From an optimization exercise on the open Yosys and OpenROAD flow, aimed at small area, a short achievable clock period and few clock cycles; shortcuts taken in it are not production practice. The RTL was checked by simulation tests, not by an equivalence proof against the original design. No activity file was given, so power comes from the tool's default toggle rates.

<file path="design/flow/flow/run.sh">
#!/bin/bash
# Standard ORFS layout (the standard.sh, standard synthesis unchanged), with
# timing repair asked to leave a setup slack margin, so that repair_timing works
# on the paths that set the achieved clock period, and plain buf_2 cells for the
# port buffers (every port is still buffered). The SDC is not changed.
set -euo pipefail
export SETUP_SLACK_MARGIN=10.4
export BUFFER_PORTS_ARGS="-buffer_cell sky130_fd_sc_hd__buf_2"
bash standard.sh > orfs_flow.log 2>&1
</file>
<file path="design/flow/standard.sh">
#!/bin/bash
# synth_recipe.tcl (not shown) runs the flow's synth.tcl, then flattens the netlist and writes it again
# the make line also repeats each setting of config.mk as NAME=value (left out here)
make -C /OpenROAD-flow-scripts/flow DESIGN_CONFIG=/design/flow/config.mk WORK_HOME=/design/flow/orfs CLKGATE_MAP_FILE= SYNTH_SCRIPT=/design/flow/synth_recipe.tcl "${@:-finish}"
</file>
<file path="design/flow/config.mk">
export PLATFORM = sky130hd
export DESIGN_NAME = icf_pwm_calc
export DESIGN_NICKNAME = icf_pwm_calc
export VERILOG_FILES = /design/flow/design.v
export SDC_FILE = /design/flow/constraint.sdc
export NUM_CORES = 4
export LEC_CHECK = 0
export CAP_MARGIN = 20
export CORE_MARGIN = 2
export CORE_UTILIZATION = 55
export SLEW_MARGIN = 20
</file>
<file path="design/flow/constraint.sdc">
create_clock -name core_clock -period 15.0 [get_ports {clk}]
set_input_delay 3.0000 -clock core_clock [delete_from_list [all_inputs] [get_ports {clk}]]
set_output_delay 3.0000 -clock core_clock [all_outputs]
set_load 0.01 [all_outputs]
</file>
<file path="design/flow/design.v">
module icf_pwm_calc (
    input  wire        clk,
    input  wire        rst,
    input  wire        start,
    output reg         ready,
    input  wire [31:0] freq,       
    input  wire [31:0] clkbase,    
    input  wire [31:0] duty,       
    input  wire [31:0] phase,      
    input  wire        geom,       
    output reg         done,
    output wire [31:0] period,
    output wire [31:0] cmpa,
    output wire [31:0] phs
);
    localparam [19:0] MILLION = 20'd1000000;
    localparam [22:0] NEG1M   = 23'h70BDC0;    
    localparam [22:0] NEG2M   = 23'h617B80;    
    reg        s_p1, s_p2, s_div, s_last, s_fin;
    reg [4:0]  cnt;              
    reg [31:0] rf;               
    reg [21:0] rd;               
    reg [21:0] rp;               
    reg        rg;               
    reg        cb_hi, rf_hi;     
    reg [63:0] x;                
    reg        qa, qaq;          
    reg        lq;               
    reg [19:0] r_q, r_h;         
    reg [31:0] g_q, g_h;         
    reg        q_m1, q_two, q_lsb, q_zc;
    reg        h_m1, h_two, h_lsb, h_zc;
    assign period = x[31:0];
    assign cmpa   = g_q;
    assign phs    = g_h;
    wire acc = start & ready;
    wire [31:0] cb     = x[63:32];
    wire        f_low  = rf[31] | (rf[30:10] == 21'd0 && rf[9:0] < 10'd1000);
    wire [30:0] f_cl   = f_low ? 31'd1000 : rf[30:0];
    wire [31:0] d_new  = rg ? {1'b0, f_cl} : {f_cl, 1'b0};
    wire [38:0] m_a  = {cb, 7'd0};
    wire [38:0] m_b  = {7'd0, cb};
    wire [38:0] m_c  = ~{5'd0, cb, 2'd0};
    wire [38:0] m_s  = m_a ^ m_b ^ m_c;
    wire [38:0] m_k  = {(m_a[37:0] & m_b[37:0]) | (m_a[37:0] & m_c[37:0]) | (m_b[37:0] & m_c[37:0]), 1'b0};
    wire [38:0] cb125;
    wire        m_co;
    pfx_add #(39) u_mul (.a(m_s), .b(m_k), .ci(1'b1), .s(cb125), .co(m_co));
    function [4:0] msb32(input [31:0] v, input hi);
        reg [15:0] v4;
        reg [7:0]  v3;
        reg [3:0]  v2;
        reg [1:0]  v1;
        begin
            msb32[4] = hi;               
            v4 = msb32[4] ? v[31:16] : v[15:0];
            msb32[3] = |v4[15:8];
            v3 = msb32[3] ? v4[15:8] : v4[7:0];
            msb32[2] = |v3[7:4];
            v2 = msb32[2] ? v3[7:4] : v3[3:0];
            msb32[1] = |v2[3:2];
            v1 = msb32[1] ? v2[3:2] : v2[1:0];
            msb32[0] = v1[1];
        end
    endfunction
    wire [4:0] m_cb  = msb32(cb, cb_hi);
    wire [4:0] m_rf  = msb32({1'b0, rf[30:0]}, rf_hi);
    wire       f_sm  = rf[31] | (~rf_hi && rf[15:9] == 7'd0);       
    wire [4:0] m_f   = f_sm ? 5'd9 : m_rf;
    wire [6:0] j_raw = {2'd0, m_cb} + {6'd0, rg} + 7'd9 - {2'd0, m_f};
    wire [4:0] j_new = ((~cb_hi & (cb[15:0] == 16'd0)) || j_raw[6]) ? 5'd0 :
                       (j_raw[5]) ? 5'd31 : j_raw[4:0];
    wire        d_neg  = rd[21];
    wire        d_big  = rd[20] || (rd[19:0] > MILLION);
    wire [19:0] dc_new = d_neg ? MILLION : d_big ? 20'd0 : (MILLION - rd[19:0]);
    wire        p_neg  = rp[21];
    wire        p_big  = rp[20] || (rp[19:0] > MILLION);
    wire [19:0] ph_new = p_neg ? 20'd0 : p_big ? MILLION : rp[19:0];
    wire [63:0] x_al = {22'd0, r_q[18:0], r_h, 3'd0} << (~cnt);
    wire [33:0] dv_diff;
    wire        dv_co;
    pfx_add #(34) u_div (.a({1'b0, x[63:31]}), .b(~{2'b0, rf}), .ci(1'b1), .s(dv_diff), .co(dv_co));
    wire        dv_ge   = ~dv_diff[33];
    wire [31:0] dv_rem  = dv_ge ? dv_diff[31:0] : x[62:31];
    wire [63:0] x_step  = {dv_rem, x[30:0], dv_ge};
    wire [31:0] p_out = rg ? (x[31:0] - 32'd1) : x[31:0];
    wire        a   = qa;
    wire [19:0] dcq = rd[19:0];
    wire [19:0] phh = rp[19:0];
    wire [22:0] uq    = {2'b0, r_q, 1'b0};
    wire [22:0] xq    = qaq ? {3'd0, dcq} : 23'd0;
    wire [22:0] sq    = uq + xq;
    wire [22:0] sq_m1 = uq + xq + NEG1M;
    wire [22:0] sq_m2 = uq + xq + NEG2M;
    wire        q_ge1 = ~sq_m1[22];
    wire        q_ge2 = ~sq_m2[22];
    wire [19:0] rq_n  = q_ge2 ? sq_m2[19:0] : q_ge1 ? sq_m1[19:0] : sq[19:0];
    wire        q_dm1 = lq & ~q_ge1;
    wire        q_zc_n = q_dm1 & ~((r_q == 20'd0) & (~qaq | (dcq == 20'd0)));
    wire [22:0] uh    = {2'b0, r_h, 1'b0};
    wire        hn    = lq & ~a;
    wire [22:0] xh    = hn ? {3'b111, ~phh} : (a & ~lq) ? {3'd0, phh} : 23'd0;
    wire [22:0] sh    = uh + xh + {22'd0, hn};
    wire [22:0] sh_m1 = uh + xh + (NEG1M + {22'd0, hn});
    wire [22:0] sh_m2 = uh + xh + (NEG2M + {22'd0, hn});
    wire        h_lt0 = sh[22];
    wire        h_ge1 = ~h_lt0 & ~sh_m1[22];
    wire        h_ge2 = ~h_lt0 & ~sh_m2[22];
    wire [19:0] rh_n  = h_ge2 ? sh_m2[19:0] : h_ge1 ? sh_m1[19:0] : sh[19:0];
    wire        h_zc_n = h_lt0 & ~((r_h == 20'd0) & (phh == MILLION));
    function [31:0] incdec(input [31:0] g, input up, input dn);
        reg [31:0] t;
        reg        c;
        integer i;
        begin
            t = dn ? ~g : g;
            c = up | dn;
            for (i = 0; i < 32; i = i + 1) begin
                incdec[i] = g[i] ^ c;
                c = c & t[i];
            end
        end
    endfunction
    wire [31:0] gq_a  = incdec(g_q, q_two, q_m1);
    wire [31:0] gq_n  = (q_zc & (g_q == 32'd0)) ? 32'd0 : {gq_a[30:0], q_lsb | q_m1};
    wire [31:0] gh_a  = incdec(g_h, h_two, h_m1);
    wire [31:0] gh_n  = (h_zc & (g_h == 32'd0)) ? 32'd0 : {gh_a[30:0], h_lsb | h_m1};
    always @(posedge clk) begin
        if (rst) begin
            ready  <= 1'b1;
            s_p1   <= 1'b0;
            s_p2   <= 1'b0;
            s_div  <= 1'b0;
            s_last <= 1'b0;
            s_fin  <= 1'b0;
            done   <= 1'b0;
        end else begin
            s_p1   <= acc;
            s_p2   <= s_p1;
            s_div  <= s_p2 | (s_div & (cnt != 5'd0));
            s_last <= s_div & (cnt == 5'd0);
            s_fin  <= s_last;
            ready  <= (s_div & (cnt == 5'd0)) | (ready & ~start);
            done   <= s_fin;
        end
    end
    always @(posedge clk) begin
        if (ready) begin
            rf <= freq;
            rd <= {duty[31], duty[30:20] != 11'd0, duty[19:0]};
            rp <= {phase[31], phase[30:20] != 11'd0, phase[19:0]};
            rg <= geom;
            cb_hi <= clkbase[31:16] != 16'd0;
            rf_hi <= freq[30:16] != 15'd0;
        end else if (s_p1) begin
            rf <= d_new;
            rd[19:0] <= dc_new;
            rp[19:0] <= ph_new;
        end
        if (ready)
            x[63:32] <= clkbase;
        else if (s_p2)
            x[63:32] <= x_al[63:32];
        else if (!s_p1)
            x[63:32] <= x_step[63:32];
        if (s_last)
            x[31:0] <= p_out;
        else if (s_p2)
            x[31:0] <= x_al[31:0];
        else if (s_div)
            x[31:0] <= x_step[31:0];
        qa  <= s_div & dv_ge;
        qaq <= dv_ge & ~s_p2;
        lq <= s_div & (cnt == 5'd0) & rg;
        if (s_p1)
            cnt <= j_new;
        else if (s_div)
            cnt <= cnt - 5'd1;
        if (s_p1) begin
            r_q <= {1'b0, cb125[38:20]};
            r_h <= cb125[19:0];
        end else if (s_p2) begin
            r_q <= 20'd0;
            r_h <= 20'd0;
        end else begin
            r_q <= rq_n;
            r_h <= rh_n;
        end
        if (s_p2) begin
            {q_m1, q_two, q_lsb, q_zc} <= 4'd0;
            {h_m1, h_two, h_lsb, h_zc} <= 4'd0;
            g_q <= 32'd0;
            g_h <= 32'd0;
        end else begin
            q_m1  <= q_dm1;
            q_two <= ~lq & q_ge2;
            q_lsb <= lq ? ~(q_ge1 & ~q_ge2) : (q_ge1 & ~q_ge2);
            q_zc  <= q_zc_n;
            h_m1  <= h_lt0;
            h_two <= h_ge2;
            h_lsb <= h_ge1 & ~h_ge2;
            h_zc  <= h_zc_n;
            g_q   <= gq_n;
            g_h   <= gh_n;
        end
    end
endmodule
module pfx_add #(parameter W = 8) (
    input  wire [W-1:0] a,
    input  wire [W-1:0] b,
    input  wire         ci,
    output wire [W-1:0] s,
    output wire         co
);
    reg [W-1:0] g, p, gn, pn;
    integer l, i, j;
    always @* begin
        g = a & b;
        p = a ^ b;
        g[0] = g[0] | (p[0] & ci);
        for (l = 0; (1 << l) < W; l = l + 1) begin
            gn = g;
            pn = p;
            for (i = 0; i < W; i = i + 1)
                if ((i >> l) & 1) begin
                    j = ((i >> l) << l) - 1;
                    gn[i] = g[i] | (p[i] & g[j]);
                    pn[i] = p[i] & p[j];
                end
            g = gn;
            p = pn;
        end
    end
    assign s  = a ^ b ^ {g[W-2:0], ci};
    assign co = g[W-1];
endmodule
</file>
==> results.toml, run 1 <==
[power_and_ir_drop]
p_int_mw = 2.65
seqPwrFrac_pct = 24.3
ir_drop_uv = 110
swShare_pct = 46.4
p_leak_nw = 11.9
p_per_area_nw_per_um2 = 175
switching_power_mw = 2.29
pwr-share-comb_pct = 58.7
p_clk_share_pct = 17.0

[yosys]
ys_top_cells_by_count = "304 x nand2_1, 224 x a21oi_1, 221 x nor2_1"
synth_edf_count = 148
async_reset_ff_share_pct = 0
synthCells = 2911
syn_nets = 3215
synth_most_common_cell = "nand2_1"
ys_seq_area_share_pct = 28.4
synth_cell_types = 110
yosys.area.top_type = "edfxtp_1"
avgSynthCellArea_sq_um = 8.33
synth_top_area_share_pct = 18.3
synth-main-ff-cell = "edfxtp_1"
synth-seq-cells = 270
synth.area.top_cells = "edfxtp_1 18%, dfxtp_1 10%, ha_1 6.9%"
syn_area_sq_um = 24200
yosys_warnings = 3

[clock_network]
insertion_delay_ns = 0.59
clkTransAtPathRegs_ns = 0.06
max-clock-path-buffers = 3
cts_tree = "done"
h-tree-depth = 1
root_buffer = "clkbuf_16"
hold_buffers = 0
clock_sinks = 270
numCtsBuffers = 31

[global_route]
grt_antenna_before_repair = 4
grt_pass1_vias = 22044
grt_max_degree = 75
track_usage_pct = 33.2
grt_pass1_wl_microns = 123000
grt.overflow.total = 0

[cells_and_area]
fin_cells = 3745
fin_nets = 3439
syn_to_final_growth_pct = 16.3
ff_latch_area_sq_um = 6900
multi_input_area_sq_um = 16700
drive_gt1_share_pct = 18.0
fillers = 3739

[die]
rows = 76
dieArea_sq_um = 45800
coreArea_sq_um = 43300
start_util_pct = 56.0
die_x_microns = 214
die_height_microns = 214
ioPinCount = 230

[sta]
setup_viol = 0
slew_violations = 0
fmax_ghz = 0.224
hold_slack_ns = 0.441
relSlewSlack_pct = 28.3
period_share_pct = 29.8
rsz0062_at_grt = "false"
worstMarginPinSlew_ns = 1.07
skew_ns = 0.0146
hold_violations = 0
finalSetupTns_ns = 0
post-route-min-period_ns = 4.47

[worst_setup_path]
crit_required_ns = 15.47
crit_arrival_ns = 4.95
crit_fanout = 7
critPathLaunchType = "register"
startpoint = "qa"
regToRegStartpoint = "qa"
end_kind = "register"
criticalPathCategory = "register to register"

[routing]
drc = 0
vias_per_cell = 6.36
wirelength_microns = 80300
vias = 23808
wl_per_cell_microns = 21.4
drtIter0Drc = 2509
dr.pass1.iters = 6
drtAntennaViolNets = 0

[placement]
hpwl_microns = 60300
io_buffers = 229
place.gp.congestion = 0.931
dp.cells = 3604

[hold_path]
worstHoldStart = "s_fin"
hold_class = "register to register"

[job]
cap_violations = 0

[status]
status = "finished clean"
[sequential cells by signal (all words and copies together) (netlist names), 5 cells and up]
name,cells
x,64
g_h,32
g_q,32
rf,32
rd,22
rp,22
r_h,20
r_q,20
cnt,5
[repair_timing]
action | CTS | global route
gates cloned | 2 | 4
buffers inserted | 2 | 74
endpoints found under the hold margin | 0 | 0
endpoints found under the setup margin | 34 | 42
pin swaps | 3 | 38
resized for setup | 32 | 99
[kinds of logic (layout without fill, tap and decap cells)]
kind of cell	count (synthesis)	in the layout	share of synthesized area (%)
adder cells (fa/ha/maj)	172	172	10.1
AND/OR/NAND/NOR	951	953	19.1
XOR/XNOR	213	213	7.69
AO/OA/AOI/OAI	862	863	23.6
flip-flops	270	270	28.4
buffers and inverters	333	577	5.41
other	0	2	0
multiplexers	110	110	5.72
[routing by layer]
layer | GRT usage, % | part of all wire (%) | up-vias
met1 | 45.0 | 42 | 11356
met5 | 0 | 0.040 | -
met4 | 11.4 | 3.9 | 4
met2 | 53.5 | 45 | 1127
met3 | 6.06 | 8.8 | 196
li1 | - | - | 11125
[stage by stage]
stage                     instance area, sq um  setup WS [ns]  power (mW)  utilization, %
after floorplan                          24200          10.70        3.08               -
after global routing                     28200          10.30        5.24            65.1
after detailed placement                 25800           9.72        3.88            59.6
after global placement                   25800           9.86        3.83            59.6
after CTS                                27100          10.36        4.75            62.5
final                                    28200          10.53        4.94            65.1
[path summary, 6_finish.rpt]
check	endpoint	slack, ns	depth (start not counted)
worst min register to register	done	0.44	1
worst max-delay path	r_h[8]	10.53	17
worst max register to register	r_h[8]	10.53	17
worst min-delay path	done	0.44	1
[critical path, cell delays in order, from the launching register on]
cell,delay [ns]
dfxtp_4,0.36
nor2b_4,0.14
buf_4,0.15
clkbuf_16,0.15
nand2_1,0.06
o21ai_0,0.10
ha_2,0.48
o21ai_1,0.14
o21ai_2,0.29
nand3_1,0.26
o211ai_1,0.55
a31oi_2,0.19
o211a_1,0.29
or3_4,0.41
nand3_1,0.11
o21ai_1,0.07
or3_1,0.35
a32o_1,0.25
[cell usage in the layout (no fill, tap or decap), drive strengths merged, types with 25 or more instances in the layout]
master	Yosys	layout
ha	133	133
xnor2	111	111
nor4	50	50
and2	50	50
xor2	102	102
nor2	224	224
o22ai	29	29
edfxtp	148	148
inv	183	182
nand3	56	56
o31ai	36	36
nand2	304	304
a211oi	56	56
a21oi	227	227
nor2b	25	25
mux2i	71	71
fa	39	39
o21ai	196	197
or3	42	43
buf	41	334
nor3	67	67
o211ai	29	29
a21o	54	54
dfxtp	122	122
a31oi	29	29
clkbuf	107	38
[final cells by class]
class                      instances  area share, %
antenna                            2         0.0178
clock inverter                    20          0.879
sequential                       270           24.5
multi-input combinational       2311           59.3
clock buffer                      36           3.08
inverter                         185           2.48
timing repair buffer             336           7.16
tap                              585           2.60
[power by group through the flow]
stage | Clock (mW) | Sequential [mW] | Combinational, mW
floorplan | 0 | 1.10 | 1.98
global placement | 0 | 1.21 | 2.62
detailed placement | 0 | 1.22 | 2.66
CTS | 0.846 | 1.20 | 2.70
global route | 0.873 | 1.22 | 3.15
finish | 0.838 | 1.20 | 2.90
Testbench counts, summed over its fixed seeds: cycles 16,739.
==> run 2, diff against run 1 <==
--- a/design/flow/flow/run.sh
+++ b/design/flow/flow/run.sh
@@ -5,5 +5,5 @@
 # port buffers (every port is still buffered). The SDC is not changed.
 set -euo pipefail
-export SETUP_SLACK_MARGIN=10.4
+export SETUP_SLACK_MARGIN=10.55
 export BUFFER_PORTS_ARGS="-buffer_cell sky130_fd_sc_hd__buf_2"
 bash standard.sh > orfs_flow.log 2>&1
==> run 2 against run 1 <==
Net effect:
- still clean
- count of clock-buffer cells in the layout is the same
- synthesized area is the same
- maximum frequency grew 0.68%
- cell count grew 0.64%
- clock power is essentially flat
- global-route usage grew 0.25 points
- power grew 1.7%
- worst hold slack is essentially flat
- register-to-register slack gained 0.03 ns
- highest routed layer unchanged
==> results.toml, run 2 <==
[status]
status = "finished clean"

[worst_setup_path]
slowest_stage = "or3_4"
crit_fanout = 8
regToRegStartpoint = "qa"
max_stage_delay_ns = 0.42
ff2ff_path_depth = 19
crit_path_cell_trace = "nor2b_4 -> buf_8 -> nand2_4 -> o21ai_2 -> ha_2 -> inv_2 -> fa_2 -> and2b_2 -> o2111ai_4 -> and2_4 -> a211o_4 -> o31ai_4 -> a31oi_2 -> o211a_1 -> or3_4 -> and2_4 -> o21ai_1 -> o21ai_0 -> a32o_1"
cpMostUsedCell = "and2_4"
startpoint = "qa"
criticalPathCategory = "register to register"
crit_arrival_ns = 4.92
end_kind = "register"
r2r_end = "r_h[8]"
crit_required_ns = 15.48
rrSetupSlack_ns = 10.56
critPathLaunchType = "register"

[hold_path]
hold_class = "register to register"
holdPathStages = 1
worstHoldStart = "s_fin"
holdPathEnd = "done"

[sta]
relSlewSlack_pct = 28.8
post-route-min-period_ns = 4.44
hold_violations = 0
rsz0062_at_grt = "true"
skew_ns = 0.0157
slew_violations = 0
period_share_pct = 29.6
setup_viol = 0
finalSetupTns_ns = 0
fmax_ghz = 0.225
worstMarginPinSlew_ns = 1.07

[routing]
vias = 23953
vias_per_cell = 6.36
drtAntennaViolNets = 0
drc = 0
wirelength_microns = 81000
dr.pass1.iters = 6
drtIter0Drc = 2471
wl_per_cell_microns = 21.5

[clock_network]
max-clock-path-buffers = 3
h-tree-depth = 1
insertion_delay_ns = 0.60
clkTransAtPathRegs_ns = 0.06
numCtsBuffers = 31
root_buffer = "clkbuf_16"
cts_tree = "done"
clock_sinks = 270

[cells_and_area]
largest_register_ffs = 64
final_cell_mix = "302 x nand2_1, 229 x buf_2, 217 x nor2_1, 208 x a21oi_1, 178 x inv_1"
fin_nets = 3462
drive_gt1_share_pct = 19.7
top_register = "x"
fillers = 3709
layout_commonest_cell = "nand2_1"
fin_cells = 3769
syn_to_final_growth_pct = 17.6

[yosys]
syn_nets = 3215
synth.area.top_cells = "edfxtp_1 18%, dfxtp_1 10%, ha_1 6.9%"
synth_top_area_share_pct = 18.3
synth_most_common_cell = "nand2_1"
avgSynthCellArea_sq_um = 8.33
synth-main-ff-cell = "edfxtp_1"
async_reset_ff_share_pct = 0
ys_seq_area_share_pct = 28.4
synthCells = 2911
synth_edf_count = 148
synth-seq-cells = 270
synth_cell_types = 110
yosys_warnings = 3
yosys.area.top_type = "edfxtp_1"
ys_top_cells_by_count = "304 x nand2_1, 224 x a21oi_1, 221 x nor2_1"
syn_area_sq_um = 24200

[placement]
hpwl_microns = 60300
io_buffers = 229
dp.cells = 3604
place.gp.congestion = 0.931

[job]
cap_violations = 0

[power_and_ir_drop]
p_per_area_nw_per_um2 = 176
p_leak_nw = 12.0
ir_drop_uv = 113

[die]
ioPinCount = 230
coreArea_sq_um = 43300
start_util_pct = 56.0
die_height_microns = 214
die_x_microns = 214
rows = 76
dieArea_sq_um = 45800

[global_route]
grt_max_degree = 75
grt_antenna_before_repair = 6
grt_pass1_vias = 22261
track_usage_pct = 33.5
grt.overflow.total = 0
grt_pass1_wl_microns = 124000
## run 2: cell counts after synthesis
No cell type changed its count.
## run 2: worst max path at each step
| stage | end | slack, ns | depth (start not counted) |
|---|---|---|---|
| 3_3_place_gp | r_h[8] | 9.86 | 17 |
| 3_5_place_dp | r_h[8] | 9.72 | 17 |
| 6_report | r_h[8] | 10.56 | 19 |
| 2_1_floorplan | r_h[14] | 10.70 | 20 |
| 4_1_cts | r_h[8] | 10.52 | 19 |
| 5_1_grt | r_h[14] | 10.41 | 19 |
## run 2: worst max-delay path: cells and delay by family, from the launching register on
family	cells	cell delay, ns
compound gates	9	1.86
simple gates	6	1.34
fa+ha+maj	2	0.54
flops	1	0.36
buf+inv	2	0.20
## run 2: routing by layer
layer  GRT usage, %  share of wire (%)
met5              0              0.057
met4           11.9                3.6
met3           6.36                8.4
met2           53.9                 46
met1           45.1                 42
## run 2: logic make-up after synthesis
logic type               share of synthesized area (%)
AO/OA/AOI/OAI                                     23.6
buffers and inverters                             5.41
multiplexers                                      5.72
adder cells (fa/ha/maj)                           10.1
XOR/XNOR                                          7.69
flip-flops                                        28.4
AND/OR/NAND/NOR                                   19.1
## run 2: through the flow
step	total power, mW	worst slack (ns)	hold slack [ns]	area, sq um	utilization [%]
5_1_grt	5.31	10.41	0.454	28500	65.9
4_1_cts	4.78	10.52	0.437	27300	63.1
3_5_place_dp	3.88	9.72	0.422	25800	59.6
6_report	5.02	10.56	0.441	28500	65.9
3_3_place_gp	3.83	9.86	0.418	25800	59.6
2_1_floorplan	3.08	10.70	0.414	24200	-
## run 2: final cells by class
class,instances,area [sq um],area share [%]
Multi-Input combinational cell,2311,16900,59.2
Sequential cell,270,6900,24.2
Timing Repair Buffer,359,2160,7.59
Clock buffer,36,868,3.04
Tap cell,585,732,2.57
Inverter,185,699,2.45
Clock inverter,20,248,0.869
Antenna cell,3,7.51,0.0263
## run 2: report_power, final
group / internal [mW] / switching [mW] / total [mW] / leakage, nW
clock: 0.513 / 0.327 / 0.840 / 0.552
combinational: 1.23 / 1.75 / 2.98 / 8.95
sequential: 0.943 / 0.255 / 1.20 / 2.49
## run 2: repair_timing
item                       in CTS  in global routing
cloned                          3                  3
pin swaps                      14                 49
resized for setup              57                118
buffers inserted               17                 82
setup endpoints to repair      46                 37
hold buffers                    0                  0
==> run 3, diff against run 2 <==
--- a/design/flow/flow/run.sh
+++ b/design/flow/flow/run.sh
@@ -5,5 +5,5 @@
 # port buffers (every port is still buffered). The SDC is not changed.
 set -euo pipefail
-export SETUP_SLACK_MARGIN=10.55
+export SETUP_SLACK_MARGIN=10.4
 export BUFFER_PORTS_ARGS="-buffer_cell sky130_fd_sc_hd__buf_2"
 bash standard.sh > orfs_flow.log 2>&1
--- a/design/flow/config.mk
+++ b/design/flow/config.mk
@@ -8,4 +8,4 @@
 export CAP_MARGIN = 20
 export CORE_MARGIN = 2
-export CORE_UTILIZATION = 55
+export CORE_UTILIZATION = 65
 export SLEW_MARGIN = 20
==> run 3 against run 2 <==
Net effect:
- worst setup slack lost 0.13 ns
- sequential share of layout area grew 0.74 points
- clock power shrank 12%
- clock skew shrank 0.0029 ns
- core utilization grew 9.4 points
- first-iteration DRC count grew 19%
- cell area shrank 3.1%
- still clean on timing, DRC and antenna
- die area shrank 15%
- power shrank 2.6%
- routed wire length grew 1.6%
==> results.toml, run 3 <==
[power_and_ir_drop]
finalPower_mw = 4.89
seqPwrFrac_pct = 24.7
swShare_pct = 48.0
p_per_area_nw_per_um2 = 177
switching_power_mw = 2.35
p_clk_share_pct = 15.1
pwr-share-comb_pct = 60.2
ir_drop_uv = 150
p_int_mw = 2.55
p_leak_nw = 11.7

[global_route]
grt_antenna_before_repair = 2
grt_pass1_wl_microns = 123000
track_usage_pct = 40.1
grt.overflow.total = 0
grt_pass1_vias = 22506
grt_max_degree = 84

[yosys]
synth_cell_types = 110
synthCells = 2911
syn_area_sq_um = 24200
ys_top_cells_by_count = "304 x nand2_1, 224 x a21oi_1, 221 x nor2_1"
synth_edf_count = 148
yosys_warnings = 3
synth-seq-cells = 270
ys_seq_area_share_pct = 28.4
synth-xor-area-share_pct = 7.69
synth_most_common_cell = "nand2_1"
async_reset_ff_share_pct = 0
yosys.area.top_type = "edfxtp_1"
synth-simple-area-share_pct = 19.1
syn_nets = 3215
synth_compound_area_share_pct = 23.6
synth_mux_area_share_pct = 5.72
synth.area.top_cells = "edfxtp_1 18%, dfxtp_1 10%, ha_1 6.9%"
synthAdderAreaFrac_pct = 10.1
synth-main-ff-cell = "edfxtp_1"
synth_top_area_share_pct = 18.3
avgSynthCellArea_sq_um = 8.33
synth_top_family_by_area = "compound AO/OA/AOI/OAI gates"

[cells_and_area]
layout_commonest_cell = "nand2_1"
multi_input_area_sq_um = 16500
syn_to_final_growth_pct = 14.0
ff_latch_area_sq_um = 6900
fillers = 2694
drive_gt1_share_pct = 17.2
fin_nets = 3433
largest_register_ffs = 64
top_register = "x"
final_cell_mix = "303 x nand2_1, 230 x buf_2, 220 x nor2_1, 217 x a21oi_1, 181 x inv_1"

[sta]
period_share_pct = 30.5
hold_violations = 0
relSlewSlack_pct = 29.1
skew_ns = 0.0129
worstMarginPinSlew_ns = 1.06
finalSetupTns_ns = 0
setup_viol = 0
rsz0062_at_grt = "true"
slew_violations = 0
fmax_ghz = 0.219
post-route-min-period_ns = 4.57

[clock_network]
cts_tree = "done"
insertion_delay_ns = 0.58
max-clock-path-buffers = 3
clkTransAtPathRegs_ns = 0.06
h-tree-depth = 1
clock_sinks = 270
root_buffer = "clkbuf_16"
numCtsBuffers = 31
hold_buffers = 0

[placement]
io_buffers = 229
hpwl_microns = 60200
place.gp.congestion = 1.01

[routing]
drc = 0
drtAntennaViolNets = 0
dr.pass1.iters = 7
met1Wirelength_microns = 31900
vias = 24555
top_layer = "met4"
wirelength_microns = 82300
drtIter0Drc = 2942
route.met2.wl_microns = 36100
wl_per_cell_microns = 22.7
vias_per_cell = 6.78
route.met3.wl_microns = 9710

[status]
status = "finished clean"

[worst_setup_path]
crit_arrival_ns = 4.89
cpMostUsedCell = "inv_1"
crit_fanout = 6
max_stage_delay_ns = 0.47
crit_path_cell_trace = "inv_1 -> nand4_1 -> nor3_2 -> nand2_1 -> o21ai_4 -> a21oi_1 -> o21ai_1 -> nor4_2 -> and2_1 -> o311a_1 -> fa_1 -> ha_1 -> inv_1 -> fa_1 -> inv_1 -> a21o_1 -> a21oi_2 -> xor2_2 -> nor2_1 -> o22ai_1"
critPathLaunchType = "register"
end_kind = "register"
crit_required_ns = 15.32
criticalPathCategory = "register to register"
slowest_stage = "edfxtp_1"
rrSetupSlack_ns = 10.43

[die]
rows = 70
ioPinCount = 230
die_height_microns = 197
dieArea_sq_um = 38900
start_util_pct = 66.1
coreArea_sq_um = 36700
die_x_microns = 197

[hold_path]
hold_class = "register to register"

[job]
cap_violations = 0
## run 3: cell count changes in the layout (fill, tap and decap cells not counted), moves of 5 or more
| cell | before | now |
|---|---|---|
| buf_4 | 124 | 93 |
| a21oi_1 | 208 | 217 |
| a21oi_2 | 16 | 8 |
| clkbuf_1 | 1 | 9 |
| a211oi_1 | 38 | 45 |
| a211oi_2 | 14 | 8 |
| bufinv_16 | 6 | 0 |
| ha_1 | 120 | 126 |
| ha_2 | 12 | 7 |
## run 3: kinds of logic after synthesis
group	after synthesis
buffers and inverters	333
xor gates and xnor gates	213
and+or+nand+nor	951
DFF	270
adders and majority gates	172
AOI/OAI and AO/OA	862
muxes	110
## run 3: critical path, delay by kind of cell (launching register included)
family,cells,cell delay [ns]
AO/OA/AOI/OAI,7,1.47
flip-flops,1,0.47
adder cells (fa/ha/maj),3,0.86
buffers and inverters,3,0.25
AND/OR/NAND/NOR,6,1.13
XOR/XNOR,1,0.13
## run 3: layout make-up
cell class | count | area share, %
Multi-Input combinational cell | 2310 | 59.9
Sequential cell | 270 | 24.9
Timing Repair Buffer | 331 | 7.05
Clock buffer | 49 | 3.35
Inverter | 185 | 2.52
Tap cell | 468 | 2.12
Clock inverter | 8 | 0.163
Antenna cell | 1 | 0.00905
## run 3: layer usage
metal	vias up	global-route usage [%]
li1	11110	-
met4	0	17.7
met2	1681	63.1
met5	-	0
met1	11430	53.6
met3	334	7.92
## run 3: stage by stage
stage / util [%] / hold slack [ns] / setup WS (ns) / std cells / area [sq um]
after floorplan: - / 0.414 / 10.70 / 2911 / 24200
after global placement: 69.8 / 0.423 / 10.11 / 3487 / 25600
after detailed placement: 69.9 / 0.433 / 9.82 / 3489 / 25600
after CTS: 73.1 / 0.447 / 10.37 / 3557 / 26800
after global routing: 75.3 / 0.457 / 10.27 / 3622 / 27600
final: 75.3 / 0.438 / 10.43 / 3622 / 27600
## run 3: repair_timing
item                                    in CTS  in global routing
cloned                                       2                  2
pin swaps                                    5                 29
endpoints found under the setup margin      29                 52
buffers inserted                             9                 62
gates resized for setup                     29                 67
## run 3: power by group through the flow
stage / clock [mW] / combinational, mW / sequential, mW
finish: 0.739 / 2.94 / 1.21
detailed placement: 0 / 2.66 / 1.22
global placement: 0 / 2.58 / 1.21
floorplan: 0 / 1.98 / 1.10
CTS: 0.738 / 2.70 / 1.20
global route: 0.761 / 3.16 / 1.22
## run 3: worst paths after layout
path,startpoint,to,cells after the start
max,rf[15],cnt[4],20
min,h_lsb,g_h[0],2
max reg2reg,rf[15],cnt[4],20
min reg2reg,h_lsb,g_h[0],2
==> run 4, diff against run 3 <==
--- a/design/flow/design.v
+++ b/design/flow/design.v
@@ -23,5 +23,5 @@
     reg [21:0] rp;               
     reg        rg;               
-    reg        cb_hi, rf_hi;     
+    reg [3:0]  cb_g, rf_g;       
     reg [63:0] x;                
     reg        qa, qaq;          
@@ -47,14 +47,17 @@
     wire        m_co;
     pfx_add #(39) u_mul (.a(m_s), .b(m_k), .ci(1'b1), .s(cb125), .co(m_co));
-    function [4:0] msb32(input [31:0] v, input hi);
-        reg [15:0] v4;
+    function [4:0] msb32(input [31:0] v, input [3:0] g);
         reg [7:0]  v3;
         reg [3:0]  v2;
         reg [1:0]  v1;
         begin
-            msb32[4] = hi;               
-            v4 = msb32[4] ? v[31:16] : v[15:0];
-            msb32[3] = |v4[15:8];
-            v3 = msb32[3] ? v4[15:8] : v4[7:0];
+            msb32[4] = g[3] | g[2];
+            msb32[3] = msb32[4] ? g[3] : g[1];
+            case (msb32[4:3])
+                2'd3: v3 = v[31:24];
+                2'd2: v3 = v[23:16];
+                2'd1: v3 = v[15:8];
+                default: v3 = v[7:0];
+            endcase
             msb32[2] = |v3[7:4];
             v2 = msb32[2] ? v3[7:4] : v3[3:0];
@@ -64,10 +67,10 @@
         end
     endfunction
-    wire [4:0] m_cb  = msb32(cb, cb_hi);
-    wire [4:0] m_rf  = msb32({1'b0, rf[30:0]}, rf_hi);
-    wire       f_sm  = rf[31] | (~rf_hi && rf[15:9] == 7'd0);       
+    wire [4:0] m_cb  = msb32(cb, cb_g);
+    wire [4:0] m_rf  = msb32({1'b0, rf[30:0]}, rf_g);
+    wire       f_sm  = rf[31] | (~rf_g[3] && ~rf_g[2] && rf[15:9] == 7'd0);       
     wire [4:0] m_f   = f_sm ? 5'd9 : m_rf;
     wire [6:0] j_raw = {2'd0, m_cb} + {6'd0, rg} + 7'd9 - {2'd0, m_f};
-    wire [4:0] j_new = ((~cb_hi & (cb[15:0] == 16'd0)) || j_raw[6]) ? 5'd0 :
+    wire [4:0] j_new = ((cb_g == 4'd0) || j_raw[6]) ? 5'd0 :
                        (j_raw[5]) ? 5'd31 : j_raw[4:0];
     wire        d_neg  = rd[21];
@@ -151,6 +154,6 @@
             rp <= {phase[31], phase[30:20] != 11'd0, phase[19:0]};
             rg <= geom;
-            cb_hi <= clkbase[31:16] != 16'd0;
-            rf_hi <= freq[30:16] != 15'd0;
+            cb_g <= {|clkbase[31:24], |clkbase[23:16], |clkbase[15:8], |clkbase[7:0]};
+            rf_g <= {|freq[30:24], |freq[23:16], |freq[15:8], |freq[7:0]};
         end else if (s_p1) begin
             rf <= d_new;
--- a/design/flow/config.mk
+++ b/design/flow/config.mk
@@ -8,4 +8,4 @@
 export CAP_MARGIN = 20
 export CORE_MARGIN = 2
-export CORE_UTILIZATION = 65
+export CORE_UTILIZATION = 40
 export SLEW_MARGIN = 20
==> run 4 against run 3 <==
Net effect:
- still clean
- sequential power is 5% higher
- global-route usage is 15 points lower
- synthesized area is 0.12% lower
- power is 6.7% higher
- cell count is 8.1% higher
- sequential share of layout area is 0.059 points lower
- worst hold slack better by 0.00078 ns
- worst setup slack better by 0.0089 ns
==> results.toml, run 4 <==
[power_and_ir_drop]
p_per_area_nw_per_um2 = 184
ir_drop_uv = 98.1
p_leak_nw = 11.9

[clock_network]
cts_tree = "done"
numCtsBuffers = 37
hold_buffers = 0
clkTransAtPathRegs_ns = 0.06
root_buffer = "clkbuf_16"
insertion_delay_ns = 0.57
max-clock-path-buffers = 3
clock_sinks = 275
h-tree-depth = 2

[worst_setup_path]
endpoint = "r_h[10]"
regToRegStartpoint = "lq"
end_kind = "register"
crit_required_ns = 15.41
ff2ff_path_depth = 19
crit_fanout = 5
rrSetupSlack_ns = 10.44
startpoint = "lq"
critPathLaunchType = "register"
crit_arrival_ns = 4.97
r2r_end = "r_h[10]"
criticalPathCategory = "register to register"

[global_route]
grt_antenna_before_repair = 2
grt_pass1_wl_microns = 126000
grt_max_degree = 59
grt.overflow.total = 0
track_usage_pct = 25.3
grt_pass1_vias = 22004

[yosys]
syn_area_sq_um = 24200
yosys.area.top_type = "edfxtp_1"
synth_most_common_cell = "nand2_1"
ys_top_cells_by_count = "290 x nand2_1, 242 x nor2_1, 206 x o21ai_0"
async_reset_ff_share_pct = 0
synth.area.top_cells = "edfxtp_1 19%, dfxtp_1 10%, ha_1 6.7%"
avgSynthCellArea_sq_um = 8.35
synth-main-ff-cell = "edfxtp_1"
syn_nets = 3202
synth-seq-cells = 275
synthCells = 2900
synth_top_area_share_pct = 19.0
synth_cell_types = 99
synth_edf_count = 153
yosys_warnings = 3
ys_seq_area_share_pct = 29.1

[routing]
drtAntennaViolNets = 0
drtIter0Drc = 1851
vias_per_cell = 5.93
wirelength_microns = 82200
vias = 23247
drc = 0
wl_per_cell_microns = 21.0
dr.pass1.iters = 5

[cells_and_area]
fin_cells = 3917
insertedDiodeCount = 0
fillers = 5904
final_cell_mix = "288 x nand2_1, 241 x nor2_1, 231 x buf_2, 194 x o21ai_0, 186 x a21oi_1"
layout_commonest_cell = "nand2_1"
syn_to_final_growth_pct = 17.0
fin_nets = 3408
drive_gt1_share_pct = 17.3
top_register = "x"
largest_register_ffs = 64

[die]
die_height_microns = 250
ioPinCount = 230
dieArea_sq_um = 62500
rows = 90
coreArea_sq_um = 60100
die_x_microns = 250
start_util_pct = 40.3

[job]
cap_violations = 0

[sta]
hold_violations = 0
fmax_ghz = 0.219
post-route-min-period_ns = 4.56
finalSetupTns_ns = 0
worstMarginPinSlew_ns = 1.19
rsz0062_at_grt = "true"
setup_viol = 0
slew_violations = 0
skew_ns = 0.0210
period_share_pct = 30.4
relSlewSlack_pct = 19.8

[placement]
io_buffers = 229
dp.cells = 3784
hpwl_microns = 62500
place.gp.congestion = 0.938

[status]
status = "finished clean"

[hold_path]
hold_class = "register to register"
-- run 4: power by group --
group          total, mW  internal (mW)  switching (mW)
Combinational       3.06           1.27            1.79
Sequential          1.27          0.975           0.297
Clock              0.887          0.521           0.366
-- run 4: worst min path at each step --
stage | start | depth (start not counted) | slack, ns | endpoint
after detailed placement | q_lsb | 2 | 0.43 | g_q[0]
final | q_lsb | 2 | 0.44 | g_q[0]
after CTS | s_fin | 1 | 0.44 | done
after floorplan | s_fin | 1 | 0.41 | done
after global routing | s_fin | 1 | 0.46 | done
after global placement | s_fin | 1 | 0.42 | done
-- run 4: timing repair --
action | in CTS | in global routing
resized for setup | 36 | 86
pin swaps | 13 | 40
setup endpoints to repair | 27 | 67
cloned | 3 | 0
buffers inserted | 16 | 46
-- run 4: area by class of cell --
cell class | instances | area [sq um] | area share, %
multi-input combinational | 2294 | 16600 | 58.4
clock buffer | 51 | 1070 | 3.79
timing repair buffer | 318 | 1860 | 6.57
tap | 782 | 978 | 3.45
inverter | 180 | 679 | 2.40
sequential | 275 | 7050 | 24.9
clock inverter | 17 | 131 | 0.464
-- run 4: kinds of logic (layout without fill, tap and decap cells) --
kind of cell,after synthesis,in the layout,share of synthesized area [%]
DFF,275,275,29.1
buffers and inverters,332,566,5.25
AOI/OAI and AO/OA,829,830,22.5
adders and majority gates,170,170,10.0
xor gates and xnor gates,215,215,7.81
muxes,111,111,5.79
and+or+nand+nor,968,968,19.5
-- run 4: critical path, cell delays in order, from the launching register on --
cell and delay, ns:
dfxtp_4 0.36, nor2b_4 0.17, buf_6 0.14, nand2_1 0.05
o21ai_1 0.10, ha_2 0.20, inv_2 0.04, fa_2 0.36
and2b_2 0.28, o21ai_4 0.09, a21o_4 0.25, a2111oi_4 0.38
or3_4 0.22, nand3_4 0.08, or4_4 0.59, o211a_4 0.28
or4_1 0.40, o221a_2 0.16, xnor2_2 0.14, o32ai_1 0.10
-- run 4: routing by layer --
metal	GRT usage, %	share of wire (%)
met5	0	0.016
met1	34.0	44
met4	7.13	2.7
met2	41.9	46
met3	4.14	7.2
-- run 4: stage by stage --
step	power [mW]	util, %	worst slack (ns)	hold slack [ns]	instance area [sq um]
CTS	5.04	45.8	10.35	0.439	27500
detailed placement	4.09	43.3	9.73	0.425	26000
global placement	4.04	43.3	9.86	0.420	26000
floorplan	3.25	-	10.41	0.414	24200
finish	5.22	47.1	10.44	0.439	28300
global route	5.59	47.1	10.19	0.458	28300
Testbench counts of run 4, summed over its fixed seeds: cycles 16,739.

static timing again, ports no longer ideal:
The results above use ideal ports. As a check the final layouts listed here were re-extracted and re-timed, cells and wires unchanged. Step 1: set_driving_cell puts a clkbuf_16 on clk and a buf_2 on each other input, an assumption about the parent block. Step 2, shift: input delay + t, output delay - t, t = (earliest + latest rising clock arrival at the registers) / 2. This alone moves slack from input paths to output paths. Slacks: ideal / step 1 / step 2; pairs: ideal / step 1.
| run | t, ns | slack for setup (ns) | worst setup path after step 2 | latest minus earliest clock arrival (ns) | worst slew at a driven data input, ns |
|---|---|---|---|---|---|
| run 1 | 0.647 | 10.526 / 10.526 / 10.526 | register to register | 0.017 / 0.017 | 0.08 |
| run 2 | 0.651 | 10.556 / 10.556 / 10.556 | register to register | 0.017 / 0.017 | 0.08 |
| run 3 | 0.633 | 10.430 / 10.430 / 10.430 | register to register | 0.013 / 0.013 | 0.08 |
| run 4 | 0.625 | 10.438 / 10.438 / 10.438 | register to register | 0.024 / 0.024 | 0.09 |
After both steps every run listed still meets setup and hold.
